Source: an optimization exercise on an open RTL-to-GDS flow (aim: small area, a short achievable clock period and few clock cycles per item). Production flows keep margins and buffers that such runs may drop.
Function was checked by simulation only, so behaviour that the tests miss may differ from the original.

==> v37: inputs <==
==> flow/design.v <==
module pcmq (
    input  wire        clk,
    input  wire        rst,
    input  wire        cmd_valid,
    output wire        cmd_ready,
    input  wire [71:0] cmd_word,
    output wire        rsp_valid,
    input  wire        rsp_ready,
    output wire [71:0] rsp_word
);
    localparam [1:0] PH_IDLE = 2'd0, PH_OPEN = 2'd1, PH_FAULTED = 2'd2;
    localparam       MODE_ENC = 1'b0, MODE_DEC = 1'b1;
    localparam [3:0] ST_OK = 4'h0, ST_INVCFG = 4'h1, ST_INVIN = 4'h2,
                     ST_ABORTED = 4'h3, ST_ILLEGAL = 4'h4;
    localparam [1:0] S_WAIT = 2'd0, S_EXEC = 2'd1, S_DIV = 2'd2;
    reg [1:0]  state;
    reg [71:0] cmd_q;
    reg        rsp_v;
    reg [71:0] rsp_q;
    reg [1:0]  phase;
    reg        mode;
    reg [5:0]  bd;
    reg [71:0] erep;
    reg [63:0] div_rem;
    reg [31:0] div_lo;      
    reg [63:0] div_den;
    reg [4:0]  div_cnt;
    assign cmd_ready = !rst && (state == S_WAIT) && !rsp_v;
    assign rsp_valid = !rst && rsp_v;
    assign rsp_word  = rsp_q;
    wire [3:0]  op    = cmd_q[71:68];
    wire [2:0]  rsv   = cmd_q[67:65];
    wire        flag  = cmd_q[64];
    wire [63:0] data  = cmd_q[63:0];
    wire [7:0]  top   = cmd_q[71:64];
    wire is_benc = (rsv == 3'b0) && (op == 4'h1) && !flag && (data[63:6] == 58'b0);
    wire is_bdec = (rsv == 3'b0) && (op == 4'h2) && !flag && (data[63:6] == 58'b0);
    wire is_qnt  = (rsv == 3'b0) && (op == 4'h3);
    wire is_dqn  = (rsv == 3'b0) && (op == 4'h4) && (data[63:38] == 26'b0);
    wire is_end  = (rsv == 3'b0) && (op == 4'h5) && !flag && (data == 64'b0);
    wire [5:0]  new_bd   = data[5:0];
    wire        bd_valid = (new_bd >= 6'd2) && (new_bd <= 6'd32);
    wire [31:0] half  = 32'd1 << (bd - 6'd1);         
    wire [31:0] maxa  = half - 32'd1;                  
    wire [63:0] mfix  = {maxa, 32'b0};                 
    wire signed [63:0] s_in   = data;
    wire signed [63:0] pmfix  = mfix;
    wire signed [63:0] nmfix  = -mfix;
    wire signed [63:0] s_cl   = (s_in > pmfix) ? pmfix : ((s_in < nmfix) ? nmfix : s_in);
    wire [63:0]        shifted = s_cl + mfix;                          
    wire [95:0]        dividend = ({32'b0, shifted} << (bd - 6'd1)) + {32'b0, mfix};
    wire [63:0]        divisor  = {mfix[62:0], 1'b0};                  
    wire        cinv  = flag;
    wire [5:0]  clen  = data[37:32];
    wire [31:0] cbits = data[31:0];
    wire        code_ok = !cinv && (clen == bd) && ((cbits >> bd) == 32'b0);
    wire signed [33:0] dq_diff = $signed({2'b0, cbits}) - $signed({2'b0, half});
    wire signed [33:0] dq_m    = $signed({2'b0, maxa});
    wire signed [63:0] dq_prod = dq_diff * dq_m;                       
    wire [63:0]        dq_out  = dq_prod << (6'd33 - bd);
    wire [64:0] div_trial = {div_rem, div_lo[31]};
    wire        div_ge    = div_trial >= {1'b0, div_den};
    wire [63:0] div_diff  = div_trial[63:0] - div_den;                 
    always @(posedge clk) begin
        if (rst) begin
            state <= S_WAIT;
            rsp_v <= 1'b0;
            phase <= PH_IDLE;
        end else begin
            if (rsp_v && rsp_ready)
                rsp_v <= 1'b0;
            case (state)
            S_WAIT: begin
                if (cmd_valid && cmd_ready) begin
                    cmd_q <= cmd_word;
                    state <= S_EXEC;
                end
            end
            S_EXEC: begin
                state <= S_WAIT;
                rsp_v <= 1'b1;
                case (phase)
                PH_IDLE: begin
                    if (is_benc || is_bdec) begin
                        mode <= is_bdec ? MODE_DEC : MODE_ENC;
                        bd   <= new_bd;
                        if (bd_valid) begin
                            phase <= PH_OPEN;
                            rsp_q <= {ST_OK, 3'b0, 1'b0, 58'b0, new_bd};
                        end else begin
                            phase <= PH_FAULTED;
                            rsp_q <= {ST_INVCFG, 3'b0, 1'b0, 58'b0, new_bd};
                            erep  <= {ST_INVCFG, 3'b0, 1'b0, 58'b0, new_bd};
                        end
                    end else begin
                        rsp_q <= {ST_ILLEGAL, 3'b0, 1'b0, 56'b0, top};
                    end
                end
                PH_OPEN: begin
                    if (is_qnt && mode == MODE_ENC) begin
                        if (flag) begin
                            phase <= PH_FAULTED;
                            rsp_q <= {ST_INVIN, 3'b0, 1'b1, data};
                            erep  <= {ST_INVIN, 3'b0, 1'b1, data};
                        end else begin
                            state   <= S_DIV;
                            rsp_v   <= 1'b0;
                            div_rem <= dividend[95:32];
                            div_lo  <= dividend[31:0];
                            div_den <= divisor;
                            div_cnt <= 5'd31;
                        end
                    end else if (is_dqn && mode == MODE_DEC) begin
                        if (code_ok) begin
                            rsp_q <= {ST_OK, 3'b0, 1'b0, dq_out};
                        end else begin
                            phase <= PH_FAULTED;
                            rsp_q <= {ST_INVIN, 3'b0, cinv, 18'b0, bd, 2'b0, clen, cbits};
                            erep  <= {ST_INVIN, 3'b0, cinv, 18'b0, bd, 2'b0, clen, cbits};
                        end
                    end else if (is_end) begin
                        phase <= PH_IDLE;
                        rsp_q <= 72'b0;
                    end else begin
                        phase <= PH_FAULTED;
                        rsp_q <= {ST_ILLEGAL, 3'b0, 1'b0, 56'b0, top};
                        erep  <= {ST_ILLEGAL, 3'b0, 1'b0, 56'b0, top};
                    end
                end
                default: begin  
                    if (is_end) begin
                        phase <= PH_IDLE;
                        rsp_q <= erep;
                    end else begin
                        rsp_q <= {ST_ABORTED, 3'b0, 1'b0, 64'b0};
                    end
                end
                endcase
            end
            S_DIV: begin
                if (div_ge) begin
                    div_rem <= div_diff;
                    div_lo  <= {div_lo[30:0], 1'b1};
                end else begin
                    div_rem <= div_trial[63:0];
                    div_lo  <= {div_lo[30:0], 1'b0};
                end
                div_cnt <= div_cnt - 5'd1;
                if (div_cnt == 5'd0) begin
                    state <= S_WAIT;
                    rsp_v <= 1'b1;
                    rsp_q <= {ST_OK, 3'b0, 1'b0, 26'b0, bd, div_ge ? {div_lo[30:0], 1'b1}
                                                               : {div_lo[30:0], 1'b0}};
                end
            end
            default: state <= S_WAIT;
            endcase
        end
    end
endmodule
==> flow/run.sh <==
#!/bin/bash
# synth_recipe.tcl (not shown) runs the flow's synth.tcl, then flattens the netlist and writes it again
# the make line also repeats each setting of config.mk as NAME=value (left out here)
make -C /OpenROAD-flow-scripts/flow DESIGN_CONFIG=/design/flow/config.mk WORK_HOME=/design/flow/orfs CLKGATE_MAP_FILE= SYNTH_SCRIPT=/design/flow/synth_recipe.tcl finish
==> flow/config.mk <==
export PLATFORM = sky130hd
export DESIGN_NAME = pcmq
export DESIGN_NICKNAME = pcmq
export VERILOG_FILES = /design/flow/design.v
export SDC_FILE = /design/flow/constraint.sdc
export NUM_CORES = 4
export LEC_CHECK = 0
export CAP_MARGIN = 20
export CORE_MARGIN = 2
export CORE_UTILIZATION = 40
export SLEW_MARGIN = 20
==> flow/constraint.sdc <==
create_clock -name core_clock -period 16.0 [get_ports {clk}]
set_input_delay 3.2000 -clock core_clock [delete_from_list [all_inputs] [get_ports {clk}]]
set_output_delay 3.2000 -clock core_clock [all_outputs]
set_load 0.01 [all_outputs]
==> inputs of v4, as changes to v37 <==
==> flow/design.v, changed modules only <==
module pcmq (
    input  wire        clk,
    input  wire        rst,
    input  wire        cmd_valid,
    output wire        cmd_ready,
    input  wire [71:0] cmd_word,
    output wire        rsp_valid,
    input  wire        rsp_ready,
    output wire [71:0] rsp_word
);
    localparam [1:0] PH_IDLE = 2'd0, PH_OPEN = 2'd1, PH_FAULTED = 2'd2;
    localparam       MODE_ENC = 1'b0, MODE_DEC = 1'b1;
    localparam [3:0] ST_OK = 4'h0, ST_INVCFG = 4'h1, ST_INVIN = 4'h2,
                     ST_ABORTED = 4'h3, ST_ILLEGAL = 4'h4;
    reg        rsp_v;
    reg        abort;       
    reg [3:0]  st_q;
    reg        fl_q;
    reg [63:0] d_q;
    reg [1:0]  phase;
    reg        mode;
    reg [5:0]  bd;
    wire acc = cmd_valid && cmd_ready;
    assign cmd_ready = !rst && (!rsp_v || rsp_ready);
    assign rsp_valid = !rst && rsp_v;
    assign rsp_word  = abort ? {ST_ABORTED, 68'b0} : {st_q, 3'b000, fl_q, d_q};
    wire [3:0]  op    = cmd_word[71:68];
    wire [2:0]  rsv   = cmd_word[67:65];
    wire        flag  = cmd_word[64];
    wire [63:0] data  = cmd_word[63:0];
    wire [7:0]  top   = cmd_word[71:64];
    wire is_benc = (rsv == 3'b0) && (op == 4'h1) && !flag && (data[63:6] == 58'b0);
    wire is_bdec = (rsv == 3'b0) && (op == 4'h2) && !flag && (data[63:6] == 58'b0);
    wire is_qnt  = (rsv == 3'b0) && (op == 4'h3);
    wire is_dqn  = (rsv == 3'b0) && (op == 4'h4) && (data[63:38] == 26'b0);
    wire is_end  = (rsv == 3'b0) && (op == 4'h5) && !flag && (data == 64'b0);
    wire [5:0]  new_bd   = data[5:0];
    wire        bd_valid = (new_bd >= 6'd2) && (new_bd <= 6'd32);
    wire [4:0]  k    = bd[4:0] - 5'd1;                  
    wire [31:0] maxa = (32'd1 << k) - 32'd1;            
    wire [63:0] mfix = {maxa, 32'b0};
    wire [63:0] kofs = {maxa + 32'd1, 32'b0} - (64'd1 << (6'd32 - {1'b0, k}));
    wire signed [63:0] s_in = data;
    wire sat_hi = s_in > $signed(mfix);
    wire sat_lo = s_in < -$signed(mfix);
    wire [63:0] w    = data + kofs;
    wire [31:0] ea   = {1'b0, w[63:33]};
    wire [31:0] eb   = ({w[32:1]} >> (6'd32 - {1'b0, k})) & maxa;
    wire [31:0] es   = ea + eb;
    wire        c1   = es >= maxa;
    wire        c2   = es >= {maxa[30:0], 1'b0};
    wire [31:0] eq   = ea + {30'b0, c1 & c2, c1 ^ c2};
    wire [31:0] q    = sat_hi ? (maxa + 32'd1) : (sat_lo ? 32'd0 : eq);
    wire        cinv  = flag;
    wire [5:0]  clen  = data[37:32];
    wire [31:0] cbits = data[31:0];
    wire        code_ok = !cinv && (clen == bd) && ((cbits >> bd) == 32'b0);
    wire signed [32:0] dd = $signed({1'b0, cbits}) - $signed({1'b0, maxa + 32'd1});
    wire signed [63:0] dt = $signed(dd) <<< (5'd31 - k + 5'd1);
    wire [63:0]  dq = {dd[31:0], 32'b0} - dt;
    always @(posedge clk) begin
        if (rst) begin
            rsp_v <= 1'b0;
            phase <= PH_IDLE;
        end else begin
            if (rsp_v && rsp_ready)
                rsp_v <= 1'b0;
            if (acc) begin
                rsp_v <= 1'b1;
                abort <= 1'b0;
                case (phase)
                PH_IDLE: begin
                    if (is_benc || is_bdec) begin
                        mode <= is_bdec ? MODE_DEC : MODE_ENC;
                        bd   <= new_bd;
                        if (bd_valid) begin
                            phase <= PH_OPEN;
                            {st_q, fl_q, d_q} <= {ST_OK, 1'b0, data};
                        end else begin
                            phase <= PH_FAULTED;
                            {st_q, fl_q, d_q} <= {ST_INVCFG, 1'b0, data};
                        end
                    end else begin
                        {st_q, fl_q, d_q} <= {ST_ILLEGAL, 1'b0, 56'b0, top};
                    end
                end
                PH_OPEN: begin
                    if (is_qnt && mode == MODE_ENC) begin
                        if (flag) begin
                            phase <= PH_FAULTED;
                            {st_q, fl_q, d_q} <= {ST_INVIN, 1'b1, data};
                        end else begin
                            {st_q, fl_q, d_q} <= {ST_OK, 1'b0, 26'b0, bd, q};
                        end
                    end else if (is_dqn && mode == MODE_DEC) begin
                        if (code_ok) begin
                            {st_q, fl_q, d_q} <= {ST_OK, 1'b0, dq};
                        end else begin
                            phase <= PH_FAULTED;
                            {st_q, fl_q, d_q} <= {ST_INVIN, cinv, 18'b0, bd, 2'b0, clen, cbits};
                        end
                    end else if (is_end) begin
                        phase <= PH_IDLE;
                        {st_q, fl_q, d_q} <= 69'b0;
                    end else begin
                        phase <= PH_FAULTED;
                        {st_q, fl_q, d_q} <= {ST_ILLEGAL, 1'b0, 56'b0, top};
                    end
                end
                default: begin  
                    if (is_end)
                        phase <= PH_IDLE;
                    else
                        abort <= 1'b1;
                end
                endcase
            end
        end
    end
endmodule
==> comparison table <==
Result of the run: v37 timing/DRC/antenna clean; v4 timing/DRC/antenna clean
Register cell area after layout: v37 10,500 sq um; v4 2340 sq um
Non-clk buf share: v37 4.58%; v4 8.14%
Number of filler cells placed in the layout: v37 17,492; v4 7,187
Count of buffer and inverter cells on the critical path: v37 9; v4 6
Worst R2R Setup Slack: v37 690 ps; v4 1150 ps
Reg clk slew, reported paths: v37 60 ps; v4 70 ps
Area share of the leading cell type in the synthesized netlist: v37 31.0%; v4 14.9%
Share of the final layout cell area in sequential cells: v37 13.6%; v4 7.54%
First drt pass iteration count: v37 8; v4 6
Clock buffers created by TritonCTS: v37 41; v4 9
Count of non-CTS inverters in the layout: v37 1,210; v4 179
Die boundary height: v37 425 um; v4 267 um
Worst hold margin: v37 494 ps; v4 562 ps
Layout overhead on the synthesized area: v37 9.34%; v4 11.9%
Count of multi-input gates: v37 6,186; v4 3,442
Area taken by multi-input logic gates: v37 54,500 sq um; v4 24,000 sq um
Routed length on met2: v37 137,000 um; v4 57,900 um
Die X-Extent: v37 425 um; v4 267 um
Testbench counts of v37, summed over its fixed seeds: cycles 131,893, items 7,431.
Testbench counts of v4, summed over its fixed seeds: cycles 7,439, items 7,431.

-- port drivers added, routing unchanged --
How much do the figures lean on ideal ports? The routed layouts below were timed once more, with nothing changed but the port constraints. Step 1, drivers: a clkbuf_16 drives clk and a buf_2 each remaining input, both assumed. Step 2 also shifts input and output timing later by t, the mid clock arrival at the registers, as if the neighbouring blocks saw the same clock. Three values: ideal, step 1, step 2; two values: the first two.
| run | shift t [ns] | setup slack, ns | worst data-port slew with drivers (ns) |
|---|---|---|---|
| v37 | 0.691 | 0.694 / 0.694 / 0.694 | 0.06 |
| v4 | 0.393 | 0.984 / 1.000 / 0.607 | 0.07 |
After both steps setup and hold are still met in every run listed. The setup slack of v4, which loses most, moves by +0.016 ns with the drivers and by -0.377 ns with both steps.
